Source: an optimization exercise on an open RTL-to-GDS flow (aim: small area, a short achievable clock period and few clock cycles). Production flows keep margins and buffers that such runs may drop.

==> inputs of job 2726 <==
==> flow/design.v (excerpt) <==
module huff_codegen (
    input  wire        clk,
    input  wire        rst,
    input  wire        start,
    input  wire [8:0]  src_len,
    input  wire        in_valid,
    output wire        in_ready,
    input  wire [7:0]  in_data,
    output wire        busy,
    output wire        out_valid,
    input  wire        out_ready,
    output wire [7:0]  out_value,
    output wire [7:0]  out_len,
    output wire [15:0] out_code
);
    localparam ST_IDLE  = 3'd0;
    localparam ST_LOAD  = 3'd1;
    localparam ST_MERGE = 3'd2;
    localparam ST_TDI   = 3'd3;
    localparam ST_TD    = 3'd4;
    localparam ST_OUT   = 3'd5;
    reg [2:0] state;
    wire s_load  = (state == ST_LOAD);
    wire s_merge = (state == ST_MERGE);
    wire s_td    = (state == ST_TD);
    wire s_out   = (state == ST_OUT);
    integer i;
    function [3:0] tadd;
        input [3:0] a, b;
        begin
            tadd[0] = a[0] | b[0];
            tadd[1] = a[1] | b[1] | (a[0] & b[0]);
            tadd[2] = a[2] | b[2] | (a[1] & b[0]) | (a[0] & b[1]);
            tadd[3] = a[3] | b[3] | (a[2] & b[0]) | (a[1] & b[1]) | (a[0] & b[2]);
        end
    endfunction
    function [3:0] tsum16;
        input [63:0] x;
        reg [3:0] a [0:15];
        integer k, s;
        begin
            for (k = 0; k < 16; k = k + 1) a[k] = x[4*k +: 4];
            for (s = 1; s < 16; s = s * 2)
                for (k = 0; k < 16; k = k + 2 * s)
                    a[k] = tadd(a[k], a[k + s]);
            tsum16 = a[0];
        end
    endfunction
    reg        clr;         
    reg  [8:0] n;           
    reg        rdy_r;
    reg  [8:0] m;           
  ...
Settings: LEC_CHECK=0, ABC_CLOCK_PERIOD_IN_PS=5000, CAP_MARGIN=40, CORE_MARGIN=2, CORE_UTILIZATION=40, SETUP_SLACK_MARGIN=3, SLEW_MARGIN=20, SYNTH_HIERARCHICAL=1, SYNTH_MINIMUM_KEEP_SIZE=0; clock period 10.0 ns.
run.sh (not shown) runs the stock make flow with config.mk's settings and CLKGATE_MAP_FILE= SYNTH_SCRIPT=/design/flow/synth_recipe.tcl, a recipe that flattens the netlist after the stock synthesis.
==> job 1251 (differences from job 2726) <==
--- a/flow/design.v
+++ b/flow/design.v
@@ -17,12 +17,13 @@
     localparam ST_LOAD  = 3'd1;
     localparam ST_MERGE = 3'd2;
     localparam ST_TDI   = 3'd3;
     localparam ST_TD    = 3'd4;
     localparam ST_OUT   = 3'd5;
     reg [2:0] state;
+    reg       bz;           
     wire s_load  = (state == ST_LOAD);
     wire s_merge = (state == ST_MERGE);
     wire s_td    = (state == ST_TD);
     wire s_out   = (state == ST_OUT);
     integer i;
     function [3:0] tadd;
@@ -58,12 +59,13 @@
     reg  [8:0] rcnt;
     reg        fwd;
     reg  [7:0] wlast;
     reg  [7:0] L;           
     reg  [7:0] lsel;        
     reg  [3:0] pt;          
+    reg        pvok;        
     reg  [8:0] lleft;
     reg  [7:0] j;
     reg        ph;
     reg  [8:0] aw;
     reg        at;
     reg  [7:0] qn;
@@ -110,13 +112,13 @@
     wire       mrg = s_merge & ~lzero;
     wire       tkl = mrg & (~have_int | (f_ok & le_f));    
     wire       take_leaf = tkl & ma;
     wire       dbl = take_leaf & ~ph & two;
     wire       take_int = mrg & ~take_leaf & f_ok & ge_f;
     wire       ext = take_leaf | take_int;
-    wire       step = mrg & ~ma;
+    wire       step = mrg & ~ma & pvok;
     wire       create = (ext & ph) | dbl;
     wire [8:0] sum_l = aw + {1'b0, L};
     wire [8:0] sum_q = aw + q0;
     wire [8:0] sum_r = aw + rd[8:0];
     wire [8:0] sum_f = (bc != 2'd0) ? sum_q : sum_r;
     wire [8:0] wnew = dbl ? {L, 1'b0} : (take_leaf ? sum_l : sum_f);
@@ -159,19 +161,28 @@
             if (p_first[i]) p_gi = p_gi | i[3:0];
         end
     end
     wire       pany = |c_pany;
     wire [7:0] pv = {p_gi, c_pidx[p_gi]};
     wire       issue = s_out & adv & pany;
+    wire       lsel_we = step | (s_load & load_end);
+    wire [7:0] lsel_we_v = s_load ? 8'd1 : lsel_nx;
+    wire [15:0] ld_oh = 16'd1 << wa[3:0];
+    wire [15:0] wb_oh = 16'd1 << wbj[3:0];
+    wire [15:0] w0_oh = 16'd1 << tip[3:0];
+    wire [15:0] w1_oh = 16'd1 << tipm1[3:0];
+    wire [15:0] j_oh  = 16'd1 << j[3:0];
+    wire [15:0] j_ge  = 16'hffff << j[3:0];
+    wire [15:0] h_lt  = ~(16'hffff << ra[3:0]);
     genvar g;
     generate
         for (g = 0; g < 16; g = g + 1) begin : gc
             hc_cgrp u (
                 .clk(clk), .clr(clr),
-                .ld_we(ldwe & (wa[7:4] == g)), .ld_lo(wa[3:0]),
-                .cbus(cbus), .lsel(lsel),
+                .ld_we(ldwe & (wa[7:4] == g)), .ld_oh(ld_oh),
+                .cbus(cbus), .lsel_we(lsel_we), .lsel_nx(lsel_we_v),
                 .tkl(tkl), .tk2(tk2), .ph(ph), .step(step), .s_merge(s_merge),
                 .pa(c_pa[g]), .pt(c_pt[g]),
                 .ra_lo(ca[3:0]),
                 .pick(issue & p_first[g]),
                 .rdata(c_rd[g]),
                 .ga(c_ga[g]), .gt(c_gt[g]),
@@ -181,12 +192,13 @@
             );
         end
     endgenerate
     wire [9:0] crd = c_rd[ca[7:4]];
     wire [3:0] pall = tsum16(c_ccnt);
     wire [3:0] pnew = tsum16(c_ncnt);
+    wire [7:0] lsel_nx = (|c_hany) ? lsel + 8'd1 : {lsel[7:3] + 5'd1, 3'd0};
     wire [3:0] pnext = ntk[1] ? {2'b00, pall[3:2]} : (ntk[0] ? {1'b0, pall[3:1]} : pall);
     wire [9:0] tdc  = troot ? 10'd1 : (byp ? bypc : rd[9:0]);
     wire       tt1  = troot ? rtypes[1] : rd[11];
     wire       tt0  = troot ? rtypes[0] : rd[10];
     wire       tdw  = s_td & (tt1 | tt0);
     wire       tdw2 = s_td & tt1 & tt0;
@@ -205,21 +217,21 @@
     wire       tany  = |n_hany;
     wire [7:0] tnext = {h_gi, n_hidx[h_gi]};
     generate
         for (g = 0; g < 16; g = g + 1) begin : gn
             hc_ngrp u (
                 .clk(clk),
-                .wb_we(wbv & (wbj[7:4] == g)), .wb_lo(wbj[3:0]), .wbw(wbw), .wbt(wbt),
-                .cl_all(clps & (j[7:4] < g)), .cl_part(clps & (j[7:4] == g)), .j_lo(j[3:0]),
+                .wb_we(wbv & (wbj[7:4] == g)), .wb_oh(wb_oh), .wbw(wbw), .wbt(wbt),
+                .cl_all(clps & (j[7:4] < g)), .cl_part(clps & (j[7:4] == g)), .j_ge(j_ge), .j_oh(j_oh),
                 .ph(ph), .at(at),
                 .s_td(s_td),
-                .w0_we(tdw & (tip[7:4] == g)), .w0_lo(tip[3:0]),
-                .w1_we(tdw2 & (tipm1[7:4] == g)), .w1_lo(tipm1[3:0]),
+                .w0_we(tdw & (tip[7:4] == g)), .w0_oh(w0_oh),
+                .w1_we(tdw2 & (tipm1[7:4] == g)), .w1_oh(w1_oh),
                 .tbus(tdc[8:0]), .tt1(tt1),
                 .ra_lo(ra[3:0]),
-                .h_all(ra[7:4] > g), .h_part(ra[7:4] == g), .h_lim(ra[3:0]),
+                .h_all(ra[7:4] > g), .h_part(ra[7:4] == g), .h_lt(h_lt),
                 .rdata(n_rd[g]),
                 .h_any(n_hany[g]), .h_idx(n_hidx[g])
             );
         end
     endgenerate
     reg [11:0] rdr;         
@@ -237,12 +249,13 @@
     wire       load_end = s_load & ~clr & (n == 9'd0) & ~iv1;
     always @(posedge clk) begin
         if (~s_out | adv)
             rdr <= n_rd[ra[7:4]];
         if (rst) begin
             state <= ST_IDLE;
+            bz    <= 1'b0;
             clr   <= 1'b0;
             rdy_r <= 1'b0;
             iv1   <= 1'b0;
             v2    <= 1'b0;
             wbv   <= 1'b0;
             o1v   <= 1'b0;
@@ -277,19 +290,21 @@
                     if (start) begin
                         n     <= src_len;
                         rdy_r <= (src_len != 9'd0);
                         m     <= 9'd0;
                         clr   <= 1'b1;
                         state <= ST_LOAD;
+                        bz    <= 1'b1;
                     end
                 end
                 ST_LOAD: begin
                     if (load_end) begin
                         L     <= 8'd0;
                         lsel  <= 8'd1;
                         pt    <= 4'd0;
+                        pvok  <= 1'b0;
                         lleft <= m_next;
                         j     <= 8'd0;
                         ph    <= 1'b0;
                         qn    <= 8'd0;
                         bc    <= 2'd0;
                         rf    <= 1'b0;
@@ -297,12 +312,13 @@
                         oc    <= 9'd0;
                         o1v   <= 1'b0;
                         o2v   <= 1'b0;
                         o3v   <= 1'b0;
                         if (m_next == 9'd0) begin
                             state <= ST_IDLE;
+                            bz    <= 1'b0;
                         end else if (m_next == 9'd1) begin
                             state <= ST_OUT;
                             ov    <= 1'b1;
                             olast <= 1'b1;
                             oval  <= (lnewv ? wa : vfirst);
                             olen  <= 4'd1;
@@ -310,15 +326,16 @@
                         end else begin
                             state <= ST_MERGE;
                         end
                     end
                 end
                 ST_MERGE: begin
+                    pvok <= ~step;
                     if (step) begin
                         L    <= lsel;
-                        lsel <= (|c_hany) ? lsel + 8'd1 : {lsel[7:3] + 5'd1, 3'd0};
+                        lsel <= lsel_nx;
                         pt   <= pnew;
                     end else begin
                         pt   <= pnext;
                     end
                     lleft <= lleft - {7'd0, ntk};
                     if (dbl) begin
@@ -428,36 +445,41 @@
                         skval  <= o3val;
                         sklen  <= flen;
                         skcode <= fcode;
                     end
                     if (ov & out_ready & olast) begin
                         state <= ST_IDLE;
+                        bz    <= 1'b0;
                         ov    <= 1'b0;
                         o1v   <= 1'b0;
                         o2v   <= 1'b0;
                         o3v   <= 1'b0;
                     end
                 end
-                default: state <= ST_IDLE;
+                default: begin
+                    state <= ST_IDLE;
+                    bz    <= 1'b0;
+                end
             endcase
         end
     end
-    assign busy      = (state != ST_IDLE);
+    assign busy      = bz;
     assign in_ready  = rdy_r;
     assign out_valid = ov;
     assign out_value = oval;
     assign out_len   = {4'd0, olen};
     assign out_code  = {6'd0, ocode};
 endmodule
 module hc_cgrp (
     input  wire       clk,
     input  wire       clr,
     input  wire       ld_we,
-    input  wire [3:0] ld_lo,
+    input  wire [15:0] ld_oh,
     input  wire [7:0] cbus,
-    input  wire [7:0] lsel,
+    input  wire       lsel_we,    
+    input  wire [7:0] lsel_nx,
     input  wire       tkl,
     input  wire       tk2,
     input  wire       ph,
     input  wire       step,
     input  wire       s_merge,
     input  wire       pa,         
@@ -465,19 +487,20 @@
     input  wire [3:0] ra_lo,
     input  wire       pick,       
     output wire [9:0] rdata,
     output wire       ga,
     output wire       gt,
     output wire [3:0] ccnt,
-    output wire [3:0] ncnt,
-    output wire       hany,
+    output reg  [3:0] ncnt,       
+    output reg        hany,       
     output wire       pany,
     output reg  [3:0] pidx
 );
     reg [7:0]  d  [0:15];
     reg [15:0] f1, f0, cu;
+    reg [7:0]  lsel;
     wire [15:0] cand = f0 & ~f1;
     reg  [15:0] ncv, hcv, oh1, oh2, pk;
     reg  [15:0] ia, it;         
     reg  [15:0] pp;             
     reg         ba, bt;
     integer k, s, q;
@@ -528,78 +551,80 @@
             if (pk[k]) pidx = pidx | k[3:0];
         end
     end
     assign ga   = ia[15];
     assign gt   = it[15];
     assign pany = pp[15];
-    assign hany = |hcv;
     assign ccnt = therm16(cu);
-    assign ncnt = therm16(ncv);
     assign rdata = {f1[ra_lo], f0[ra_lo], d[ra_lo]};
     always @(posedge clk) begin
+        if (lsel_we) lsel <= lsel_nx;
+        ncnt <= therm16(ncv);
+        hany <= |hcv;
         for (k = 0; k < 16; k = k + 1) begin
-            if ((ld_we & (ld_lo == k)) | (tkl & oh1[k]) | (tk2 & oh2[k]))
+            if ((ld_we & ld_oh[k]) | (tkl & oh1[k]) | (tk2 & oh2[k]))
                 d[k] <= cbus;
             if (clr) begin
                 f1[k] <= 1'b0;
                 f0[k] <= 1'b0;
             end else begin
-                if (ld_we & (ld_lo == k)) f0[k] <= 1'b1;
+                if (ld_we & ld_oh[k]) f0[k] <= 1'b1;
                 else if ((tkl & oh1[k]) | (tk2 & oh2[k])) f0[k] <= ph | (tk2 & oh2[k]);
                 if ((tkl & oh1[k]) | (tk2 & oh2[k])) f1[k] <= 1'b1;
                 else if (pick & pk[k]) f1[k] <= 1'b0;
             end
             if (step) cu[k] <= ncv[k];
             else if ((tkl & oh1[k]) | (tk2 & oh2[k]) | ~s_merge) cu[k] <= 1'b0;
         end
     end
 endmodule
 module hc_ngrp (
     input  wire        clk,
     input  wire        wb_we,
-    input  wire [3:0]  wb_lo,
+    input  wire [15:0] wb_oh,
     input  wire [8:0]  wbw,
     input  wire [1:0]  wbt,
     input  wire        cl_all,    
     input  wire        cl_part,   
-    input  wire [3:0]  j_lo,
+    input  wire [15:0] j_ge,      
+    input  wire [15:0] j_oh,
     input  wire        ph,
     input  wire        at,
     input  wire        s_td,
     input  wire        w0_we,
-    input  wire [3:0]  w0_lo,
+    input  wire [15:0] w0_oh,
     input  wire        w1_we,
-    input  wire [3:0]  w1_lo,
+    input  wire [15:0] w1_oh,
     input  wire [8:0]  tbus,
     input  wire        tt1,
     input  wire [3:0]  ra_lo,
     input  wire        h_all,     
     input  wire        h_part,    
-    input  wire [3:0]  h_lim,
+    input  wire [15:0] h_lt,
     output wire [11:0] rdata,
     output wire        h_any,
     output reg  [3:0]  h_idx
 );
     reg [9:0] c [0:15];
     reg [1:0] t [0:15];
     reg [15:0] hs;
     integer k;
     always @* begin
         h_idx = 4'd0;
         for (k = 0; k < 16; k = k + 1) begin
-            hs[k] = (t[k] != 2'd0) & (h_all | (h_part & (k < h_lim)));
+            hs[k] = (t[k] != 2'd0) & (h_all | (h_part & h_lt[k]));
             if (hs[k]) h_idx = k[3:0];
         end
     end
     assign h_any = |hs;
     assign rdata = {t[ra_lo], c[ra_lo]};
     always @(posedge clk) begin
         for (k = 0; k < 16; k = k + 1) begin
-            if ((wb_we & (wb_lo == k)) | (w0_we & (w0_lo == k)) | (w1_we & (w1_lo == k)))
-                c[k] <= s_td ? {tbus, w0_we & (w0_lo == k) & tt1} : {1'b0, wbw};
-            if (wb_we & (wb_lo == k))
+            if ((wb_we & wb_oh[k]) | (w0_we & w0_oh[k]) | (w1_we & w1_oh[k]))
+                c[k] <= s_td ? {tbus, w0_we & w0_oh[k] & tt1} : {1'b0, wbw};
+            if (wb_we & wb_oh[k])
                 t[k] <= wbt;
-            else if (cl_all | (cl_part & (k >= j_lo)))
-                t[k] <= {1'b1, ~(cl_part & (k == j_lo) & ph) | at};
+            else if (cl_all | (cl_part & j_ge[k]))
+                t[k] <= {1'b1, ~(cl_part & j_oh[k] & ph) | at};
         end
     end
 endmodule
==> flow/config.mk (replaced) <==
export PLATFORM = sky130hd
export DESIGN_NAME = huff_codegen
export DESIGN_NICKNAME = huff_codegen
export VERILOG_FILES = /design/flow/design.v
export SDC_FILE = /design/flow/constraint.sdc
export NUM_CORES = 8
export LEC_CHECK = 0
export ABC_CLOCK_PERIOD_IN_PS = 4000
export CAP_MARGIN = 40
export CORE_MARGIN = 2
export CORE_UTILIZATION = 40
export SETUP_SLACK_MARGIN = 5
export SLEW_MARGIN = 20
export SYNTH_HIERARCHICAL = 1
export SYNTH_MINIMUM_KEEP_SIZE = 0
==> results.yml <==
worst_hold_path:
  timing.hold.worst.start: "o2val[1]"
synthesis:
  synthCells: 32000
critical_path:
  timing.critical_path.slowest_cell_delay_ps: 570
die:
  die_height_um: 934
power_and_ir_drop:
  seqPwrFrac: 0.395
  relative_contribution_of_combinational_cells_to_total_power: 0.255
sta:
  fin_skew_ps: 109
placement:
  placed_area_mm2: 0.361
  place.gp.congestion: 1.04
clock_network:
  number_of_setup_buffers_added_after_cts: 461
  cts_repair_resizes: 1168
outcome:
  outcome: "timing/DRC/antenna clean"
global_routing:
  initial_antenna_violation_count: 142
The numbers above come from job 1251.

==> results.yml <==
power_and_ir_drop:
  seqPwrFrac: 0.328
  relative_contribution_of_combinational_cells_to_total_power: 0.402
die:
  die_height_um: 935
placement:
  place.gp.congestion: 1.01
  placed_area_mm2: 0.361
outcome:
  outcome: "timing/DRC/antenna clean"
global_routing:
  initial_antenna_violation_count: 107
clock_network:
  cts_repair_resizes: 34
worst_hold_path:
  timing.hold.worst.start: "o2val[2]"
sta:
  fin_skew_ps: 187
synthesis:
  synthCells: 32800
The numbers above come from job 2726.

No run of this note included a check of the RTL's function; only the layout flow was run.

## afterwards: timing with drivers on the ports
Ports are ideal in the flow. The routed layouts listed here were re-timed in OpenROAD. Step 1 assumes that a clkbuf_16 drives the clock port and a buf_2 every other input. Step 2, shift: input delay + t, output delay - t, t = (earliest + latest rising clock arrival at the registers) / 2. This alone moves slack from input paths to output paths. Three values: ideal ports, drivers, drivers and shift; two values: the first two.
run | t (ns) | setup WS [ns] | worst hold slack (ns) | worst data-port slew with drivers (ns)
job 2726 | 1.283 | 3.253 / 3.253 / 3.253 | 0.409 / 0.409 / 0.409 | 0.48
job 1251 | 1.340 | 3.822 / 3.822 / 3.822 | 0.419 / 0.419 / 0.419 | 0.48
After both steps setup and hold are still met in every run listed.
